Background: an optimization exercise with open tools, aiming at small area, a short achievable clock period and few clock cycles. Do not read the settings as production practice.
Where RTL was checked, it was by simulation tests only, not by an equivalence proof against the original.
Power and IR drop assume default switching activity.

==> inputs of v30 <==
// bmx_block
module bmx_block (
    input  wire        clk,
    input  wire        rst,           
    input  wire        cmd_valid,
    output wire        cmd_ready,
    input  wire [39:0] cmd,
    output wire        rsp_valid,
    input  wire        rsp_ready,
    output wire [7:0]  rsp_err,
    output wire [31:0] rsp_res,
    output wire [3:0]  rsp_len,
    output wire [63:0] rsp_out
);
make LEC_CHECK=0 CAP_MARGIN=20 CORE_MARGIN=2 CORE_UTILIZATION=40 SLEW_MARGIN=20 finish   # period 10.0 ns
run.sh (not shown) runs the stock make flow with config.mk's settings and CLKGATE_MAP_FILE= SYNTH_SCRIPT=/design/flow/synth_recipe.tcl, a recipe that flattens the netlist after the stock synthesis.
==> inputs of v8, as changes to v30 <==
--- a/flow/design.v
+++ b/flow/design.v
@@ -162,20 +162,19 @@
             2'd1:    pix[11:8] = {2'd0, ub[5:4]};
             default: pix[11:8] = ub[3:0];
         endcase
         pix[13:12] = ud[0] ? ub[3:2] : {1'b0, ub[5]};
         pix[15:14] = ud[0] ? ub[1:0] : {1'b0, ub[4]};
         pix[19:16] = {ub[0], ub[1], ub[2], ub[3]};
     end
     wire [15:0] gy = arg[15:0];
-    wire [23:0] prod_lo = {16'd0, gy[7:0]} * {8'd0, bpl_q};
-    wire [23:0] prod_hi = {16'd0, gy[15:8]} * {8'd0, bpl_q};
-    wire [31:0] grow_lo = {16'd0, h_ds} + {8'd0, prod_lo};
-    wire [31:0] grow_hi = res_r + {prod_hi, 8'd0};
+    wire [7:0]  gy_half = gphase ? gy[15:8] : gy[7:0];
+    wire [23:0] prod = {16'd0, gy_half} * {8'd0, bpl_q};
+    wire [31:0] grow = (gphase ? res_r : {16'd0, h_ds}) + (gphase ? {prod, 8'd0} : {8'd0, prod});
     reg legal;
     always @* begin
         case (op)
             OP_NOP, OP_RESET, OP_STATUS, OP_CLRERR, OP_HINIT, OP_HVALID, OP_HSER,
             OP_HPALCNT, OP_HFIXREG:                       legal = (arg == 32'd0);
             OP_HBWR, OP_HPARSE, OP_HFIXPAL, OP_GROWOFF,
             OP_PUNPACK, OP_PUNPACK32:                     legal = (arg[31:16] == 16'd0);
             OP_HBRD, OP_GD2R, OP_GR2D, OP_GF2D, OP_GF2DS,
@@ -289,17 +288,17 @@
                 OP_GF2DS: begin
                     if (arg[7:0] > 8'd3) x_res = 32'h0001_0308;
                     else x_res = {22'd0, arg[1:0], 4'd0, 4'd1 << arg[1:0]};
                 end
                 OP_GROWOFF: begin
                     if (!h_depth_ok) x_err = E_DEPTH;
                     else if (h_dirty) wait_c = 1'b1;
                     else if (!gphase) begin wait_c = 1'b1; g_lo = 1'b1; end
-                    else x_res = grow_hi;
+                    else x_res = grow;
                 end
                 OP_USTART: begin
                     if (!arg_depth_ok) x_err = E_DEPTH;
                     else begin do_ustart = 1'b1; x_res = {16'd0, bpl_arg}; end
                 end
                 OP_UPUSH: begin
                     if (!ua) x_err = E_STATE;
                     else begin
@@ -440,12 +439,12 @@
         else if (done) rv <= 1'b1;
         else if (rsp_ready) rv <= 1'b0;
         if (done) begin
             err_r <= x_err;
             res_r <= x_res;
             len_r <= x_len;
             out_r <= pix;
         end else if (act && g_lo && rsp_free) begin
-            res_r <= grow_lo;
+            res_r <= grow;
         end
     end
 endmodule
- ABC_CLOCK_PERIOD_IN_PS: not set -> 4000
- SETUP_SLACK_MARGIN: not set -> 5
==> parameters.txt <==
Parameter                              Value

Cells and area
  Commonest cells after routing, fill and taps aside ... nand2_1 (1238), nor2_1 (385), edfxtp_1 (361)
  Data buffer area share ... 0.0622

Power
  Part of the power in combinational logic ... 0.102
  Power per unit of standard cell area ... between 100 and 150 nW/um^2

Timing
  Setup slack after layout ... 3.10 ns
  Max Clk Rate ... around 0.14 GHz

Place
  # placed instances ... approximately 6400
  Pre-CTS setup slack ... 2.14 ns

Run status
  Result of the run ... timing/DRC/antenna clean

Synth
  Register area share after synthesis ... 0.399

Global routing
  First-pass GRT wire length ... between 200 and 250 mm

Worst hold path
  Startpoint of the lowest-slack hold path ... c1[26]

Setup path
  Critical Path End ... res_r[31]
(the above is from v8)
==> parameters.txt <==
Parameter                              Value

Synth
  Cell area after technology mapping ... around 47000 um^2
  Share of the synthesized area in compound gates (AO/OA/AOI/OAI) ... 0.157
  Register area share after synthesis ... 0.379

Cells and area
  Data buffer area share ... 0.0327
  Commonest cells after routing, fill and taps aside ... nand2_1 (1119), edfxtp_1 (361), dfxtp_1 (346)

Global routing
  GR Layer Usage met1 ... 0.369
  First-pass GRT wire length ... approximately 250 mm

Power
  Power per unit of standard cell area ... roughly 140 nW/um^2
  Sw frac ... 0.270
  Part of the power in combinational logic ... 0.093
  Top Consumer ... registers

Run status
  Result of the run ... timing/DRC/antenna clean

Worst hold path
  Startpoint of the lowest-slack hold path ... c1[34]

Timing
  Setup slack after layout ... 2.82 ns
  Max Clk Rate ... around 0.14 GHz

Place
  # placed instances ... 6642

Setup path
  Destination of the worst register-to-register timing path ... res_r[30]
(the above is from v30)
Testbench counts of v30, summed over its fixed seeds: cycles 6,545.
Only the layout flow was run in v8; the RTL was not checked for function there.

* * *

==> trial 21 <==
bmx_block, a different RTL version from the one above (not shown whole).
==> flow/config.mk <==
export PLATFORM = sky130hd
export DESIGN_NAME = bmx_block
export DESIGN_NICKNAME = bmx_block
export VERILOG_FILES = /design/flow/design.v
export SDC_FILE = /design/flow/constraint.sdc
export NUM_CORES = 4
export LEC_CHECK = 0
export CAP_MARGIN = 20
export CORE_MARGIN = 2
export CORE_UTILIZATION = 55
export CTS_CLUSTER_DIAMETER = 60
export CTS_CLUSTER_SIZE = 30
export SLEW_MARGIN = 20
==> flow/constraint.sdc <==
create_clock -name core_clock -period 10.0 [get_ports {clk}]
set_input_delay 2.0000 -clock core_clock [delete_from_list [all_inputs] [get_ports {clk}]]
set_output_delay 2.0000 -clock core_clock [all_outputs]
set_load 0.01 [all_outputs]
standard.sh (not shown) runs the stock make flow with config.mk's settings and CLKGATE_MAP_FILE= SYNTH_SCRIPT=/design/flow/synth_recipe.tcl, a recipe that flattens the netlist after the stock synthesis.
==> flow/flow/run.sh <==
#!/bin/bash
# Layout flow: the standard ORFS flow (standard synthesis unchanged), with
#  - the port buffers that the flow puts on every input and output made buf_4
#    cells instead of the flow's default pick.
# The clock period, constraints and everything measured are unchanged.
# If a try leaves max-slew, max-cap or setup violations, the next, milder
# setting is tried from scratch. Each try's make output goes to its own log.
set -uo pipefail
RPT=orfs/reports/${FLOW_PLATFORM}/bmx_block/base/6_finish.rpt
clean() {
  [[ -f $RPT ]] || return 1
  grep -q "max slew violation count 0" $RPT || return 1
  grep -q "max cap violation count 0" $RPT || return 1
  grep -q "setup violation count 0" $RPT || return 1
  [[ -s out/final.def ]]
}
PORTS="BUFFER_PORTS_ARGS=-buffer_cell sky130_fd_sc_hd__buf_4"
i=0
for cfg in "SETUP_SLACK_MARGIN=6.6" \
           "SETUP_SLACK_MARGIN=6.6 SKIP_GATE_CLONING=1" \
           "SETUP_SLACK_MARGIN=5 SKIP_GATE_CLONING=1"; do
  i=$((i + 1))
  rm -rf orfs out/final.def
  bash standard.sh "$PORTS" $cfg TNS_END_PERCENT=100 finish > standard_flow_try$i.log 2>&1
  if clean; then exit 0; fi
done
[[ -s out/final.def ]]
==> trial 45 (differences from trial 21) <==
--- a/flow/design.v
+++ b/flow/design.v
@@ -43,12 +43,13 @@
     reg [15:0]  u_rem;
     reg [15:0]  bpl_q;           
     reg [17:0]  b3_q;            
     reg [1:0]   h_dirty;         
     reg         gact;            
-    reg [7:0]   gi;              
-    reg [2:0]   gsel;            
+    reg [3:0]   gph;             
+    reg [31:0]  gc_r;            
+    reg [5:0]   gy;              
     reg [39:0]  c0, c1;
     reg         c0_v, c1_v;
     reg [NK-1:0] c0_k;           
     reg [3:0]   c0_e;            
     reg         rv;
@@ -253,43 +254,45 @@
         endcase
         pix[13:12] = ud[0] ? ub[3:2] : {1'b0, ub[5]};
         pix[15:14] = ud[0] ? ub[1:0] : {1'b0, ub[4]};
         pix[19:16] = {ub[0], ub[1], ub[2], ub[3]};
     end
-    reg [7:0] gi_in;
+    wire [3:0]  gph_in = cin[15:12] != 4'd0 ? 4'b0001 : cin[11:6] != 6'd0 ? 4'b0010 : 4'b0100;
+    wire [5:0]  gy_in  = cin[15:12] != 4'd0 ? {2'd0, cin[15:12]} :
+                         cin[11:6] != 6'd0 ? cin[11:6] : cin[5:0];
+    reg  [31:0] gx;
     always @* begin
-        casez (cin[15:0])
-            16'b1???????????????, 16'b01??????????????: gi_in = 8'b10000000;
-            16'b001?????????????, 16'b0001????????????: gi_in = 8'b01000000;
-            16'b00001???????????, 16'b000001??????????: gi_in = 8'b00100000;
-            16'b0000001?????????, 16'b00000001????????: gi_in = 8'b00010000;
-            16'b000000001???????, 16'b0000000001??????: gi_in = 8'b00001000;
-            16'b00000000001?????, 16'b000000000001????: gi_in = 8'b00000100;
-            16'b0000000000001???, 16'b00000000000001??: gi_in = 8'b00000010;
-            default:                                    gi_in = 8'b00000001;
+        case ({gact, gph[2:0]})
+            4'b0001: gx = {28'd0, h_ds[15:12]};
+            4'b0010: gx = {22'd0, h_ds[15:6]};
+            4'b1010: gx = {6'd0, res_r[19:0], h_ds[11:6]};
+            4'b1100: gx = {res_r[25:0], h_ds[5:0]};
+            default: gx = {16'd0, h_ds};
         endcase
     end
-    reg [1:0]  gd, gdn, gdc;
-    reg [15:0] gds;              
-    integer gk;
-    always @* begin
-        gd = 2'd0; gdn = 2'd0; gdc = 2'd0; gds = 16'd0;
-        for (gk = 0; gk < 8; gk = gk + 1) begin
-            gd  = gd  | (cin[2*gk +: 2] & {2{gi_in[gk]}});
-            if (gk < 7) gdn = gdn | (arg[2*gk +: 2] & {2{gi[gk+1]}});
-            gdc = gdc | (h_ds[2*gk +: 2] & {2{gi[gk]}});
-            gds = gds | ((h_ds >> (2*gk)) & {16{gi[gk]}});
-        end
-    end
-    wire [31:0] gx = gact ? {res_r[29:0], gdc} : {16'd0, gds};
-    wire [2:0]  gsel_in = {gd == 2'd3, gd == 2'd2, gd == 2'd1};
-    wire [2:0]  gsel_nx = {gdn == 2'd3, gdn == 2'd2, gdn == 2'd1};
-    wire [17:0] gpp = ({18{gsel[0]}} & {2'd0, bpl_q}) | ({18{gsel[1]}} & {1'd0, bpl_q, 1'b0}) |
-                      ({18{gsel[2]}} & b3_q);
-    wire [18:0] grow_lo = {1'b0, gx[17:0]} + {1'b0, gpp};
-    wire [13:0] gx_hi1  = gx[31:18] + 14'd1;
-    wire [31:0] grow = {grow_lo[18] ? gx_hi1 : gx[31:18], grow_lo[17:0]};
+    function [17:0] pp_f(input [1:0] d);
+        case (d)
+            2'd0: pp_f = 18'd0;
+            2'd1: pp_f = {2'd0, bpl_q};
+            2'd2: pp_f = {1'd0, bpl_q, 1'b0};
+            default: pp_f = b3_q;
+        endcase
+    endfunction
+    function [31:0] maj(input [31:0] a, input [31:0] b, input [31:0] c);
+        maj = (a & b) | (a & c) | (b & c);
+    endfunction
+    wire [31:0] pp0 = {14'd0, pp_f(gy[1:0])};
+    wire [31:0] pp1 = {12'd0, pp_f(gy[3:2]), 2'd0};
+    wire [31:0] pp2 = {10'd0, pp_f(gy[5:4]), 4'd0};
+    wire [31:0] s1  = pp0 ^ pp1 ^ pp2;
+    wire [31:0] cy1 = {maj(pp0, pp1, pp2), 1'b0};
+    wire [31:0] gcx = !gact ? 32'd0 : gph[1] ? {6'd0, gc_r[19:0], 6'd0} : {gc_r[25:0], 6'd0};
+    wire [31:0] s2  = s1 ^ cy1 ^ gx;
+    wire [31:0] c2  = {maj(s1, cy1, gx), 1'b0};
+    wire [31:0] s3  = s2 ^ c2 ^ gcx;
+    wire [31:0] c3  = {maj(s2, c2, gcx), 1'b0};
+    wire [31:0] grow = res_r + gc_r;
     wire hb_acc = c0_k[K_HBWR] | c0_k[K_HBRD];
     wire [4:0] hb_idx = c0_k[K_HBWR] ? arg[12:8] : arg[4:0];
     wire hb_al  = (p == hb_idx);
     wire r_al   = (q == sel[3:0]);
     wire r_acc  = (c0_k[K_SETF] | c0_k[K_GETF]) & sel_res;
@@ -304,15 +307,15 @@
     wire [3:0] x_err = (c0_e != E_OK) ? c0_e : s_err;
     wire       x_ok  = (c0_e == E_OK) && (s_err == E_OK);
     wire grow_go = c0_k[K_GROW];
     wire wait_c = (hb_acc & !hb_al) | (c0_k[K_PARSE] & (p != 5'd0)) |
                   (c0_k[K_HSER] & (q != 4'd0)) | (r_acc & !r_al) |
-                  (grow_go & ((h_dirty != 2'd0) | !gi[0]));
+                  (grow_go & ((h_dirty != 2'd0) | !gph[3]));
     wire act  = c0_v && !hb_init;                  
     wire done = act && !wait_c && rsp_free;        
     wire c0_free = !c0_v || done;
-    wire g_lo = act && grow_go && (h_dirty == 2'd0) && !gi[0] && rsp_free;
+    wire g_lo = act && grow_go && (h_dirty == 2'd0) && !gph[3] && rsp_free;
     reg [31:0] x_res;
     always @* begin
         x_res = 32'd0;
         case (op)
             OP_STATUS:  x_res = status_word;
@@ -328,11 +331,11 @@
             OP_GSTRIDE4: x_res = {15'd0, stride_arg};
             OP_GD2R, OP_GD2F: x_res = {30'd0, arg_lg};
             OP_GR2D, OP_GF2D: x_res = {28'd0, 4'd1 << arg[1:0]};
             OP_GF2DS: x_res = (arg[7:2] != 6'd0) ? 32'h0001_0308
                                                  : {22'd0, arg[1:0], 4'd0, 4'd1 << arg[1:0]};
-            OP_GROWOFF: x_res = 32'd0;       
+            OP_GROWOFF: x_res = h_depth_ok ? grow : 32'd0;
             OP_UPUSH:   x_res = ua ? {16'd0, rem_next} : 32'd0;
             default: ;
         endcase
         if (c0_e != E_OK) x_res = 32'd0;
     end
@@ -346,15 +349,16 @@
         if (!c1_v) c1 <= cmd;
         if (c0_free) begin
             c0   <= cin;
             c0_k <= pk;
             c0_e <= pe;
-            gi   <= gi_in;
-            gsel <= gsel_in;
+            gph  <= gph_in;
+            gy   <= gy_in;
         end else if (g_lo) begin
-            gi   <= {1'b0, gi[7:1]};
-            gsel <= gsel_nx;
+            gph  <= {gph[2:0], 1'b0};
+            gy   <= gph[0] ? arg[11:6] : arg[5:0];
+            gc_r <= c3;
         end
         if (rst) begin
             c0_v <= 1'b0;
             c1_v <= 1'b0;
         end else begin
@@ -473,14 +477,15 @@
     end
     always @(posedge clk) begin
         if (rst) rv <= 1'b0;
         else if (done) rv <= 1'b1;
         else if (rsp_ready) rv <= 1'b0;
-        if (g_lo || (done && c0_k[K_GROW] && h_depth_ok)) res_r <= grow;
-        else if (done) res_r <= x_res;
         if (done) begin
             err_r <= x_err;
+            res_r <= x_res;
             len_r <= (c0_k[K_UPUSH] && ua) ? k : 4'd0;
             out_r <= pix;
+        end else if (g_lo) begin
+            res_r <= s3;
         end
     end
 endmodule
==> run summary <==
Number of placed cells counting well taps: trial 45 5914; trial 21 5567
Sequential cell area fraction in the yosys report: trial 45 43.7%; trial 21 45.0%
Share of the synthesized area in the top cell type: trial 45 27.6%; trial 21 27.7%
Hold Slack: trial 45 0.419 ns; trial 21 0.399 ns
Final routed wirelength across all metal layers: trial 45 169000 µm; trial 21 160000 µm
Simple-gate portion of the synthesized area: trial 45 18.8%; trial 21 19.5%
Count of mapped cells out of synthesis: trial 45 5022; trial 21 4724
First drt pass iteration count: trial 45 6; trial 21 7
Crit path from: trial 45 cmd[34]; trial 21 hb[86]$_DFFE_PP_
Synthesis-stage register bit count: trial 45 784; trial 21 755
Met1 global-route usage: trial 45 52.9%; trial 21 53.6%
Site row count: trial 45 105; trial 21 101
Area taken by flip-flops and latches: trial 45 0.0199 mm²; trial 21 0.0190 mm²
Compound-cell area share of the yosys netlist: trial 45 16.8%; trial 21 16.5%
Pleak: trial 45 21.9 nW; trial 21 19.7 nW
Slack of the critical path: trial 45 6.35 ns; trial 21 6.28 ns
Net Sw Power: trial 45 2.46 mW; trial 21 2.39 mW
Run status: trial 45 timing/DRC/antenna clean; trial 21 timing/DRC/antenna clean
Testbench counts of trial 21, summed over its fixed seeds: cycles 6,594.
Testbench counts of trial 45, summed over its fixed seeds: cycles 6,593.

## re-timing with driven ports
The results above use ideal ports. As a check the final layouts listed here were re-extracted and re-timed, cells and wires unchanged.
Step 1 sets driving cells, clkbuf_16 on the clock port and buf_2 on the other inputs (assumed; they add their load-dependent delay and slew).
Step 2 moves the port delays by t, midway between the first and last clock arrival at a register: inputs arrive t later, outputs are due t later. That takes back most of the time a late clock gives input paths.
Three values: ideal ports, drivers, drivers and shift; two values: the first two.
| run | t (ns) | setup slack, ns | worst data-port slew with drivers (ns) | pins driven straight from the clock port |
|---|---|---|---|---|
| v30 | 0.736 | 2.816 / 2.816 / 2.816 | 0.08 | 1 |
| v8 | 0.732 | 3.095 / 3.095 / 3.095 | 0.04 | 1 |
| trial 21 | 0.735 | 6.275 / 6.275 / 5.626 | 0.06 | 1 |
| trial 45 | 0.730 | 6.355 / 6.357 / 5.652 | 0.07 | 1 |
After both steps setup and hold are still met in every run listed. For trial 45, which loses most, drivers alone change the setup slack by +0.002 ns; drivers and shift together by -0.703 ns.
